Background: an optimization exercise with open tools, aiming at small area, a short achievable clock period and few clock cycles. Do not read the settings as production practice.
Only simulation tests tie the RTL to the original design; equivalence was not proved.

## stbrt_msgcodec
module stbrt_msgcodec (
    input  wire        clk,
    input  wire        rst,
    input  wire        enc_in_valid,
    output wire        enc_in_ready,
    input  wire [15:0] enc_in_word,
    output wire        enc_out_valid,
    input  wire        enc_out_ready,
    output wire [15:0] enc_out_dur,
    output wire        enc_done,
    output wire [2:0]  enc_code,
    output wire [6:0]  enc_count,
    input  wire        dec_in_valid,
    output wire        dec_in_ready,
    input  wire [15:0] dec_in_dur,
    input  wire        dec_in_last,
    output wire        dec_pay_valid,
    output wire [8:0]  dec_pay,
    output wire        dec_done,
    output wire [3:0]  dec_count,
    output wire        dec_corrupt,
    output wire        dec_ovf
);
Size: about 190 flip-flops, about 85 I/O pins.
Settings: LEC_CHECK=0, CAP_MARGIN=20, CORE_MARGIN=2, CORE_UTILIZATION=80, SLEW_MARGIN=20; clock period 12.0 ns.
standard.sh (not shown) runs the stock make flow with config.mk's settings and CLKGATE_MAP_FILE= SYNTH_SCRIPT=/design/flow/synth_recipe.tcl, a recipe that flattens the netlist after the stock synthesis.
==> flow/flow/run.sh <==
#!/bin/bash
# Layout flow: the standard synthesis unchanged, then the standard ORFS
# layout with these knobs: port buffers of a plain buffer cell; timing repair
# that aims for setup slack well beyond the clock period's need; and a clock
# tree of clkbuf_8 under a clkbuf_16 root, without dummy loads.
set -euo pipefail
MARGIN=${MARGIN:-8.5}
bash standard.sh synth > synth.log 2>&1
bash standard.sh \
  "SETUP_SLACK_MARGIN=$MARGIN" \
  "BUFFER_PORTS_ARGS=-buffer_cell sky130_fd_sc_hd__buf_2" \
  "CTS_ARGS=-sink_clustering_enable -repair_clock_nets -dont_use_dummy_load -buf_list sky130_fd_sc_hd__clkbuf_8 -root_buf sky130_fd_sc_hd__clkbuf_16" \
  finish > layout.log 2>&1
Testbench counts at the start, summed over its fixed seeds: cycles 14,100.
Change:
==> flow/flow/run.sh (replaced) <==
#!/bin/bash
# Layout flow: the standard synthesis unchanged, then the standard ORFS
# layout with these knobs: port buffers of a plain buffer cell; timing repair
# that aims for setup slack well beyond the clock period's need; and a clock
# tree of clkbuf_8 without dummy loads.
set -euo pipefail
MARGIN=${MARGIN:-8.4}
bash standard.sh synth > synth.log 2>&1
bash standard.sh \
  "SETUP_SLACK_MARGIN=$MARGIN" \
  "BUFFER_PORTS_ARGS=-buffer_cell sky130_fd_sc_hd__buf_2" \
  "CTS_ARGS=-sink_clustering_enable -repair_clock_nets -dont_use_dummy_load -buf_list sky130_fd_sc_hd__clkbuf_8" \
  finish > layout.log 2>&1
--- a/flow/config.mk
+++ b/flow/config.mk
@@ -8,4 +8,4 @@
 export CAP_MARGIN = 20
 export CORE_MARGIN = 2
-export CORE_UTILIZATION = 80
+export CORE_UTILIZATION = 75
 export SLEW_MARGIN = 20
The new run finished with timing, DRC and antenna clean.
Global-route usage came out lower by 2.9 points.
Routed wire length is lower by a little under a tenth.
First-iteration DRC count came out lower by about a fifth.
Register-to-register slack hardly moves.

========
stbrt_msgcodec again, from the RTL that the note above started with.
## stbrt_msgcodec
module stbrt_msgcodec (
    input  wire        clk,
    input  wire        rst,
    input  wire        enc_in_valid,
    output wire        enc_in_ready,
    input  wire [15:0] enc_in_word,
    output wire        enc_out_valid,
    input  wire        enc_out_ready,
    output wire [15:0] enc_out_dur,
    output wire        enc_done,
    output wire [2:0]  enc_code,
    output wire [6:0]  enc_count,
    input  wire        dec_in_valid,
    output wire        dec_in_ready,
    input  wire [15:0] dec_in_dur,
    input  wire        dec_in_last,
    output wire        dec_pay_valid,
    output wire [8:0]  dec_pay,
    output wire        dec_done,
    output wire [3:0]  dec_count,
    output wire        dec_corrupt,
    output wire        dec_ovf
);
Settings: LEC_CHECK=0, CAP_MARGIN=20, CORE_MARGIN=2, CORE_UTILIZATION=75, SLEW_MARGIN=20; clock period 12.0 ns.
==> flow/flow/run.sh <==
#!/bin/bash
# Layout flow: the standard synthesis unchanged, then the standard ORFS
# layout with these knobs: port buffers of a plain buffer cell; timing repair
# that aims for setup slack well beyond the clock period's need; and a clock
# tree of clkbuf_8 under a clkbuf_16 root, without dummy loads.
set -euo pipefail
MARGIN=${MARGIN:-8.5}
bash standard.sh synth > synth.log 2>&1
bash standard.sh \
  "SETUP_SLACK_MARGIN=$MARGIN" \
  "BUFFER_PORTS_ARGS=-buffer_cell sky130_fd_sc_hd__buf_2" \
  "CTS_ARGS=-sink_clustering_enable -repair_clock_nets -dont_use_dummy_load -buf_list sky130_fd_sc_hd__clkbuf_8 -root_buf sky130_fd_sc_hd__clkbuf_16" \
  finish > layout.log 2>&1
Testbench counts at the start, summed over its fixed seeds: cycles 14,100.
Rerun with:
--- a/flow/flow/run.sh
+++ b/flow/flow/run.sh
@@ -5 +5 @@
-# tree of clkbuf_8 under a clkbuf_16 root, without dummy loads.
+# tree of clkbuf_8 without dummy loads.
@@ -7 +7 @@
-MARGIN=${MARGIN:-8.5}
+MARGIN=${MARGIN:-8.6}
@@ -12 +12 @@
-  "CTS_ARGS=-sink_clustering_enable -repair_clock_nets -dont_use_dummy_load -buf_list sky130_fd_sc_hd__clkbuf_8 -root_buf sky130_fd_sc_hd__clkbuf_16" \
+  "CTS_ARGS=-sink_clustering_enable -repair_clock_nets -dont_use_dummy_load -buf_list sky130_fd_sc_hd__clkbuf_8" \
The new run finished with timing, DRC and antenna clean.
Worst setup slack gains 36 ps.
Sequential share of layout area shrinks by 0.11 points.
Sequential cell count stays the same.
Design area grows by 0.56%.
Area after synthesis does not change.
Hold slack gains 20 ps.

-- what the ideal ports hide --
In the flow no input, the clock included, has a driving cell. The finished layouts below were timed again as built, in two steps. Step 1, drivers: a clkbuf_16 drives clk and a buf_2 each remaining input, both assumed. Step 2, shift: input delay + t, output delay - t, t = (earliest + latest rising clock arrival at the registers) / 2. This alone moves slack from input paths to output paths. Three values: ideal, step 1, step 2; two values: the first two.
| run | t, ns | slack for setup (ns) | hold WS [ns] | worst setup path after step 2 | clock arrival spread, ns |
|---|---|---|---|---|---|
| the first run of note 1 | 0.405 | 8.530 / 8.488 / 8.139 | 0.467 / 0.467 / 0.467 | input to register | 0.031 / 0.031 |
| the second run of note 1 | 0.493 | 8.454 / 8.416 / 8.112 | 0.465 / 0.465 / 0.465 | input to register | 0.028 / 0.027 |
| the first run of note 2 | 0.414 | 8.595 / 8.569 / 8.196 | 0.462 / 0.462 / 0.462 | input to register | 0.024 / 0.024 |
| the second run of note 2 | 0.483 | 8.631 / 8.593 / 8.209 | 0.482 / 0.482 / 0.482 | input to register | 0.019 / 0.019 |
After both steps every run listed still meets setup and hold. The setup slack of the second run of note 2, which loses most, moves by -0.038 ns with the drivers and by -0.422 ns with both steps.
